What follows belongs to an exercise in optimizing a design on an open flow for small area and few clock cycles; a production flow would make more cautious choices.
Function was checked by simulation only, so behaviour that the tests miss may differ from the original.
No activity file was given, so power comes from the tool's default toggle rates.

==> fjord: inputs <==
==> flow/design.v (excerpt) <==
module n2k_rx (
    input  wire        clk,
    input  wire        rst,
    input  wire        cfg_mode,           
    input  wire [3:0]  cfg_inc_valid,
    input  wire [71:0] cfg_inc_pgn,
    input  wire [3:0]  cfg_exc_valid,
    input  wire [71:0] cfg_exc_pgn,
    input  wire [1:0]  cfg_fast_valid,
    input  wire [35:0] cfg_fast_pgn,
    input  wire [31:0] cfg_min_interval,
    input  wire        rx_valid,
    output wire        rx_ready,
    input  wire [7:0]  rx_byte,
    input  wire [31:0] rx_now,
    output reg         out_valid,
    output reg         out_last,
    output reg  [17:0] out_pgn,
    output reg  [7:0]  out_src,
    output reg  [7:0]  out_len,
    output reg  [7:0]  out_data,
    output reg         diag_valid,
    output reg  [4:0]  diag_code,
    output reg  [17:0] diag_pgn
);
==> flow/config.mk <==
export PLATFORM = sky130hd
export DESIGN_NAME = n2k_rx
export DESIGN_NICKNAME = n2k_rx
export VERILOG_FILES = /design/flow/design.v
export SDC_FILE = /design/flow/constraint.sdc
export NUM_CORES = 4
export LEC_CHECK = 0
export CAP_MARGIN = 20
export CORE_MARGIN = 2
export CORE_UTILIZATION = 60
export CTS_BUF_LIST = sky130_fd_sc_hd__clkbuf_8
export SLEW_MARGIN = 20
export SYNTH_MEMORY_MAX_BITS = 8192
==> flow/constraint.sdc <==
create_clock -name core_clock -period 14.0 [get_ports {clk}]
set_input_delay 2.8000 -clock core_clock [delete_from_list [all_inputs] [get_ports {clk}]]
set_output_delay 2.8000 -clock core_clock [all_outputs]
set_load 0.01 [all_outputs]
run.sh (not shown) runs the stock make flow with config.mk's settings and CLKGATE_MAP_FILE= SYNTH_SCRIPT=/design/flow/synth_recipe.tcl, a recipe that flattens the netlist after the stock synthesis.
==> amber: changes against fjord <==
--- a/flow/design.v
+++ b/flow/design.v
@@ -29,18 +29,18 @@
                      X_FP_NOSTART = 5'd4,
                      X_FP_SEQ     = 5'd5,
                      X_FP_DUP     = 5'd6,
                      X_FP_EMPTY   = 5'd7,
                      X_FP_NOLEN   = 5'd8,
                      N_FILTERED   = 5'd16,
                      N_THROTTLED  = 5'd17;
     localparam SFD = 2;               
-    localparam TKD = SFD + 4;         
-    localparam RW  = 57;              
+    localparam TKD = SFD + 2;         
+    localparam RW  = 59;              
     integer i;
     reg  [3:0]  cnt;           
     reg         in_frame;      
     reg         skip;          
     reg  [3:0]  h_n;           
     reg  [7:0]  h_src;
     reg  [17:0] h_pgn;
     reg  [7:0]  h_ctl;         
@@ -78,40 +78,37 @@
     reg [4:0]  fp_base   [0:1];   
     reg [4:0]  fp_hi     [0:1];   
     reg        em_busy   [0:1];
     reg [4:0]  em_base   [0:1];
     reg [4:0]  em_hi     [0:1];
     reg [31:0] em_pres   [0:1];
     reg [7:0]  em_plen   [0:1];
     reg [7:0]  em_src    [0:1];
-    reg        pc_pend   [0:1];
-    reg [7:0]  pc_src    [0:1];
     reg        wr_pend;
     reg        wr_slot;
     reg [4:0]  wr_blk;
     reg [2:0]  wr_len;
-    reg        wr_sh;             
     reg [4:0]  ph;                
-    localparam [1:0] E_IDLE = 2'd0, E_SF = 2'd1, E_FPW = 2'd2, E_FP = 2'd3;
-    reg [1:0]  est;
+    localparam [2:0] E_IDLE = 3'd0, E_SF = 3'd1, E_FPW = 3'd2, E_FP = 3'd3, E_FP0 = 3'd4;
+    reg [2:0]  est;
     reg        e_slot;
     reg [2:0]  e_j;
     reg [4:0]  e_c;
     reg [7:0]  e_cnt;
     reg [17:0] sf_pgn  [0:SFD-1];
     reg [7:0]  sf_src  [0:SFD-1];
     reg [3:0]  sf_n    [0:SFD-1];
     reg [63:0] sf_dat  [0:SFD-1];
     reg        sf_wp, sf_rp, sf_cpi;
     reg [1:0]  sf_cnt;
     reg        sf_cp;             
     reg [1:0]  tk      [0:TKD-1];
-    reg [2:0]  tk_wp, tk_rp;
-    reg [3:0]  tk_cnt;
+    reg [1:0]  tk_wp, tk_rp;
+    reg [2:0]  tk_cnt;
     reg [4:0] fcode;
     always @(*) begin
         fcode = 5'd0;
         if (!cfg_mode) begin
             if (cnt == 4'd0)               fcode = X_RUNT;
             else if (cnt < 4'd5)           fcode = X_SHORT;
             else if (h_n > 4'd8)           fcode = X_DLEN;
             else if (cnt < 4'd5 + h_n)     fcode = X_SHORT;
@@ -146,42 +143,33 @@
                 d_diag = 1'b1; d_code = X_FP_SEQ;
             end else if (fp_pres[s][fc]) begin
                 d_diag = 1'b1; d_code = X_FP_DUP;
             end else
                 d_store = 1'b1;
         end
     end
     wire [4:0] new_base   = em_busy[s] ? (em_base[s] + em_hi[s] + 5'd1) : fp_base[s];
-    wire [4:0] d_blk      = (fc == 5'd0) ? new_base : (fp_base[s] + fc);
-    wire [2:0] d_len      = (fc == 5'd0) ? (h_n[2:0] - 3'd2) : (h_n[2:0] - 3'd1);
-    wire [7:0] d_stored   = (fc == 5'd0) ? ({4'd0, h_n} - 8'd2) : (fp_stored[s] + {4'd0, h_n} - 8'd1);
-    wire [7:0] d_plen     = (fc == 5'd0) ? h_plb : fp_plen[s];
+    wire [4:0] d_blk      = d_acc ? new_base : (fp_base[s] + fc);
+    wire [2:0] d_len      = d_acc ? (h_n[2:0] - 3'd2) : (h_n[2:0] - 3'd1);
+    wire [7:0] d_stored   = d_acc ? ({4'd0, h_n} - 8'd2) : (fp_stored[s] + {4'd0, h_n} - 8'd1);
+    wire [7:0] d_plen     = d_acc ? h_plb : fp_plen[s];
     wire       d_write    = d_acc || d_store;
     wire       d_complete = d_write && (d_stored >= d_plen);
-    wire [4:0] d_hi       = (fc == 5'd0) ? 5'd0 : ((fc > fp_hi[s]) ? fc : fp_hi[s]);
-    wire [31:0] d_pres    = (fc == 5'd0) ? 32'd1 : (fp_pres[s] | (32'd1 << fc));
-    reg [1:0] blk_acc, blk_store, st_ok;
-    reg [4:0] ecur, off;
-    always @(*) begin
-        for (i = 0; i < 2; i = i + 1) begin
-            ecur         = (est == E_FP && e_slot == i) ? e_c : 5'd0;
-            off          = fp_base[i] + fc - em_base[i];
-            blk_acc[i]   = (em_busy[i] && em_hi[i] == 5'd31 && ecur == 5'd0) || wr_pend || pc_pend[i];
-            blk_store[i] = (em_busy[i] && off >= ecur && off <= em_hi[i]) || wr_pend || pc_pend[i];
-            st_ok[i]     = fp_valid[i] && (seq == fp_seq[i]) && !fp_pres[i][fc];
-        end
-    end
-    wire fp_frame = (fcode == 5'd0) && allowed && fast_hit && (h_n != 4'd0);
-    wire blocked  = (d_sf && (sf_cnt == SFD)) ||
-                    (fp_frame && (fc == 5'd0) && (h_n >= 4'd2) && blk_acc[s]) ||
-                    (fp_frame && (fc != 5'd0) && st_ok[s] && blk_store[s]);
+    wire [4:0] d_hi       = d_acc ? 5'd0 : ((fc > fp_hi[s]) ? fc : fp_hi[s]);
+    wire [31:0] d_pres    = d_acc ? 32'd1 : (fp_pres[s] | (32'd1 << fc));
+    wire [4:0] e_cur      = (est == E_FP && e_slot == s) ? e_c : 5'd0;
+    wire [4:0] cf_d       = d_blk - em_base[s];
+    wire       conflict   = em_busy[s] && (cf_d >= e_cur) && (cf_d <= em_hi[s]);
+    wire blocked = (d_sf && (sf_cnt == SFD)) ||
+                   (d_write && (conflict || wr_pend)) ||
+                   (d_complete && em_busy[s]);
     wire [4:0] wpos    = ph + 5'd1 - (wr_blk * 5'd7);
     wire       wr_fire = wr_pend && (wpos[2:0] == 3'd0);
-    assign rx_ready = !(is_end && blocked) && !(wr_pend && wr_sh && !wr_fire && shifts);
+    assign rx_ready = !(is_end && blocked) && !(wr_pend && !wr_fire && shifts);
     wire rx_fire = rx_valid && rx_ready;
     wire proc    = rx_fire && is_end;
     always @(posedge clk) begin
         if (rst) begin
             cnt      <= 4'd0;
             in_frame <= 1'b0;
             skip     <= 1'b0;
         end else if (rx_fire) begin
@@ -222,19 +210,17 @@
                 4'd6: h_plb        <= rx_byte;
                 default: ;
             endcase
         end
         if (rx_fire && shifts)
             sh <= {sh[55:0], rx_byte};
     end
     reg [32*RW-1:0] ring0, ring1;
-    wire [55:0] wd   = wr_sh ? sh[63:8] : sh[55:0];
-    wire        wfull = (wr_len == 3'd7);
-    wire [RW-1:0] wdat = {wfull, wd[55:51], wfull ? wd[50:48] : wr_len, wd[47:0]};
+    wire [RW-1:0] wdat = {wr_len, sh[55:0]};
     integer k;
     always @(posedge clk) begin
         ring0 <= {ring0[31*RW-1:0], ring0[32*RW-1 -: RW]};
         ring1 <= {ring1[31*RW-1:0], ring1[32*RW-1 -: RW]};
         for (k = 0; k < 4; k = k + 1) begin
             if (wr_fire && !wr_slot && wpos[4:3] == k) ring0[8*k*RW +: RW] <= wdat;
             if (wr_fire &&  wr_slot && wpos[4:3] == k) ring1[8*k*RW +: RW] <= wdat;
         end
@@ -242,18 +228,17 @@
     reg [7:0] tap_byte;
     reg [2:0] tap_len;
     always @(*) begin
         tap_byte = 8'd0;
         tap_len  = 3'd0;
         for (k = 0; k < 7; k = k + 1) begin
             if (e_j == k) begin
                 tap_byte = e_slot ? ring1[k*RW + 8*k +: 8] : ring0[k*RW + 8*k +: 8];
-                tap_len  = (e_slot ? ring1[k*RW + 56] : ring0[k*RW + 56]) ? 3'd7 :
-                           (e_slot ? ring1[k*RW + 48 +: 3] : ring0[k*RW + 48 +: 3]);
+                tap_len  = e_slot ? ring1[k*RW + 56 +: 3]  : ring0[k*RW + 56 +: 3];
             end
         end
     end
     wire [17:0] sfh_pgn = sf_pgn[sf_rp];
     wire [7:0]  sfh_src = sf_src[sf_rp];
     wire [3:0]  sfh_n   = sf_n[sf_rp];
     wire [63:0] sfh_dat = sf_dat[sf_rp];
     wire        sf_last = (sfh_n == 4'd0) || ({1'b0, e_j} == sfh_n - 4'd1);
@@ -270,45 +255,48 @@
             E_SF: begin
                 out_valid = 1'b1;
                 out_last  = sf_last;
                 out_pgn   = sfh_pgn;
                 out_src   = sfh_src;
                 out_len   = {4'd0, sfh_n};
                 out_data  = sfh_dat[8*e_j +: 8];
             end
-            E_FPW: begin
-                out_valid = fp_zero;
+            E_FP0: begin
+                out_valid = 1'b1;
                 out_last  = 1'b1;
             end
             E_FP: begin
                 out_valid = fp_beat;
                 out_last  = fp_last;
             end
             default: ;
         endcase
     end
-    wire fp_zero  = em_plen[e_slot] == 8'd0;
-    wire em_end   = (est == E_FP && fp_last) || (est == E_FPW && fp_zero);
-    wire rec_end  = (est == E_SF && sf_last) || em_end;
+    wire rec_end  = (est == E_SF && sf_last) || (est == E_FP && fp_last) || (est == E_FP0);
     wire can_load = (est == E_IDLE) || rec_end;
     wire [1:0] tkh = tk[tk_rp];
     wire tk_pop   = can_load && (tk_cnt != 0);
     wire tk_push  = proc && (d_sf || d_complete);
     wire [4:0] e_base  = em_base[e_slot];
     wire       aligned = (ph + 5'd1) == (e_base * 5'd7);
     wire       c0_wait = wr_pend && (wr_slot == e_slot) && (wr_blk == e_base);
     always @(posedge clk) begin
         if (rst) begin
             est <= E_IDLE;
         end else begin
             if (tk_pop) begin
                 e_slot <= tkh[0];
                 e_j    <= 3'd0;
-                est    <= tkh[1] ? E_FPW : E_SF;
+                if (!tkh[1])
+                    est <= E_SF;
+                else if (em_plen[tkh[0]] == 8'd0)
+                    est <= E_FP0;
+                else
+                    est <= E_FPW;
             end else if (rec_end) begin
                 est <= E_IDLE;
             end else if (est == E_SF) begin
                 e_j <= e_j + 3'd1;
             end else if (est == E_FPW) begin
                 if (aligned && !c0_wait) begin
                     est   <= E_FP;
                     e_j   <= 3'd0;
@@ -367,60 +355,49 @@
             thr_valid[0] <= 1'b0;
             thr_valid[1] <= 1'b0;
             fp_valid[0]  <= 1'b0;
             fp_valid[1]  <= 1'b0;
             fp_base[0]   <= 5'd0;
             fp_base[1]   <= 5'd0;
             em_busy[0]   <= 1'b0;
             em_busy[1]   <= 1'b0;
-            pc_pend[0]   <= 1'b0;
-            pc_pend[1]   <= 1'b0;
         end else begin
             ph <= ph + 5'd1;
             if (wr_fire)
                 wr_pend <= 1'b0;
-            if (wr_pend && !wr_fire && rx_fire && shifts)
-                wr_sh <= 1'b1;
-            for (i = 0; i < 2; i = i + 1) begin
-                if (pc_pend[i] && (!em_busy[i] || (em_end && e_slot == i))) begin
-                    pc_pend[i] <= 1'b0;
-                    em_busy[i] <= 1'b1;
-                    em_base[i] <= fp_base[i];
-                    em_hi[i]   <= fp_hi[i];
-                    em_pres[i] <= fp_pres[i];
-                    em_plen[i] <= fp_plen[i];
-                    em_src[i]  <= pc_src[i];
-                end else if (em_end && e_slot == i)
-                    em_busy[i] <= 1'b0;
-            end
+            if (rec_end && est != E_SF)
+                em_busy[e_slot] <= 1'b0;
             if (proc) begin
                 if (d_diag) begin
                     diag_valid <= 1'b1;
                     diag_code  <= d_code;
                     diag_pgn   <= d_pgn0 ? 18'd0 : h_pgn;
                 end
                 if (d_write) begin
                     wr_pend <= 1'b1;
                     wr_slot <= s;
                     wr_blk  <= d_blk;
                     wr_len  <= d_len;
-                    wr_sh   <= 1'b0;
                     fp_valid[s]  <= !d_complete;
                     fp_stored[s] <= d_stored;
                     fp_pres[s]   <= d_pres;
                     fp_hi[s]     <= d_hi;
                 end
                 if (d_acc) begin
                     thr_valid[s] <= 1'b1;
                     thr_time[s]  <= rx_now;
                     fp_seq[s]    <= seq;
                     fp_plen[s]   <= h_plb;
                     fp_base[s]   <= new_base;
                 end
                 if (d_complete) begin
-                    pc_pend[s] <= 1'b1;
-                    pc_src[s]  <= h_src;
+                    em_busy[s] <= 1'b1;
+                    em_base[s] <= d_acc ? new_base : fp_base[s];
+                    em_hi[s]   <= d_hi;
+                    em_pres[s] <= d_pres;
+                    em_plen[s] <= d_plen;
+                    em_src[s]  <= h_src;
                 end
             end
         end
     end
 endmodule
Settings changed: CORE_UTILIZATION 60 to 40, CTS_BUF_LIST sky130_fd_sc_hd__clkbuf_8 to unset.
==> comparison <==
- amber completed, yet does not pass: negative setup slack. fjord produced a clean layout.
- Against amber, the via count of fjord is higher by about 8%.
- Combinational power is about the same in amber and fjord.
- Synthesized cell count: fjord is larger than amber (9.0%).
- Wire length: amber is larger than fjord (about 1.8%).
- Of amber and fjord, fjord has the higher maximum frequency (gap about 22%, measured against fjord).
- Worst setup slack: amber is worse than fjord (3100 ps).
==> figures <==
Met2 Routed Length: fjord 108000 um; amber 110000 um
Start point of the critical path: fjord cfg_fast_pgn[2]; amber cfg_fast_pgn[6]
Library cell contributing the largest single delay on the critical path: fjord sky130_fd_sc_hd__or4b_1; amber sky130_fd_sc_hd__or4b_4
Power in sequential cells: fjord 12800 uW; amber 13100 uW
Largest incremental delay on the critical path: fjord 580 ps; amber 480 ps
Clock tree cell share of total cell area: fjord 9.40%; amber 9.77%
Number of levels in the clock H-tree: fjord 6; amber 5
Fraction of synthesized cell area taken by the top area cell type: fjord 63.6%; amber 64.9%
FMAX: fjord 0.0901 GHz; amber 0.0704 GHz
Type of the setup path with the least slack: fjord in -> reg; amber in -> out
Fraction of the mapped netlist area in simple logic gates: fjord 4.56%; amber 2.84%
Outcome: fjord complete, no violations; amber finished with violations
Reasons for failing layout checks: fjord -; amber negative setup slack
Post-CTS setup repair buffer count: fjord 0; amber 29
Testbench counts of fjord, summed over its fixed seeds: cycles 97,540.
Testbench counts of amber, summed over its fixed seeds: cycles 100,209.

-- re-timing with driven ports --
The results above use ideal ports. As a check the final layouts listed here were re-extracted and re-timed, cells and wires unchanged. Step 1: set_driving_cell puts a clkbuf_16 on clk and a buf_2 on each other input, an assumption about the parent block. Step 2, shift: input delay + t, output delay - t, t = (earliest + latest rising clock arrival at the registers) / 2. This alone moves slack from input paths to output paths. Slacks: ideal ports / drivers / drivers and shift; pairs: ideal ports / drivers.
run | t, ns | slack for setup (ns) | worst hold slack (ns) | latest minus earliest clock arrival (ns)
fjord | 1.123 | 2.906 / 2.950 / 1.827 | 0.270 / 0.270 / 0.270 | 0.100 / 0.099
amber | 0.984 | -0.196 / -0.231 / -0.231 | 0.252 / 0.252 / 0.252 | 0.094 / 0.094
The setup slack of fjord, which loses most, moves by +0.044 ns with the drivers and by -1.079 ns with both steps.
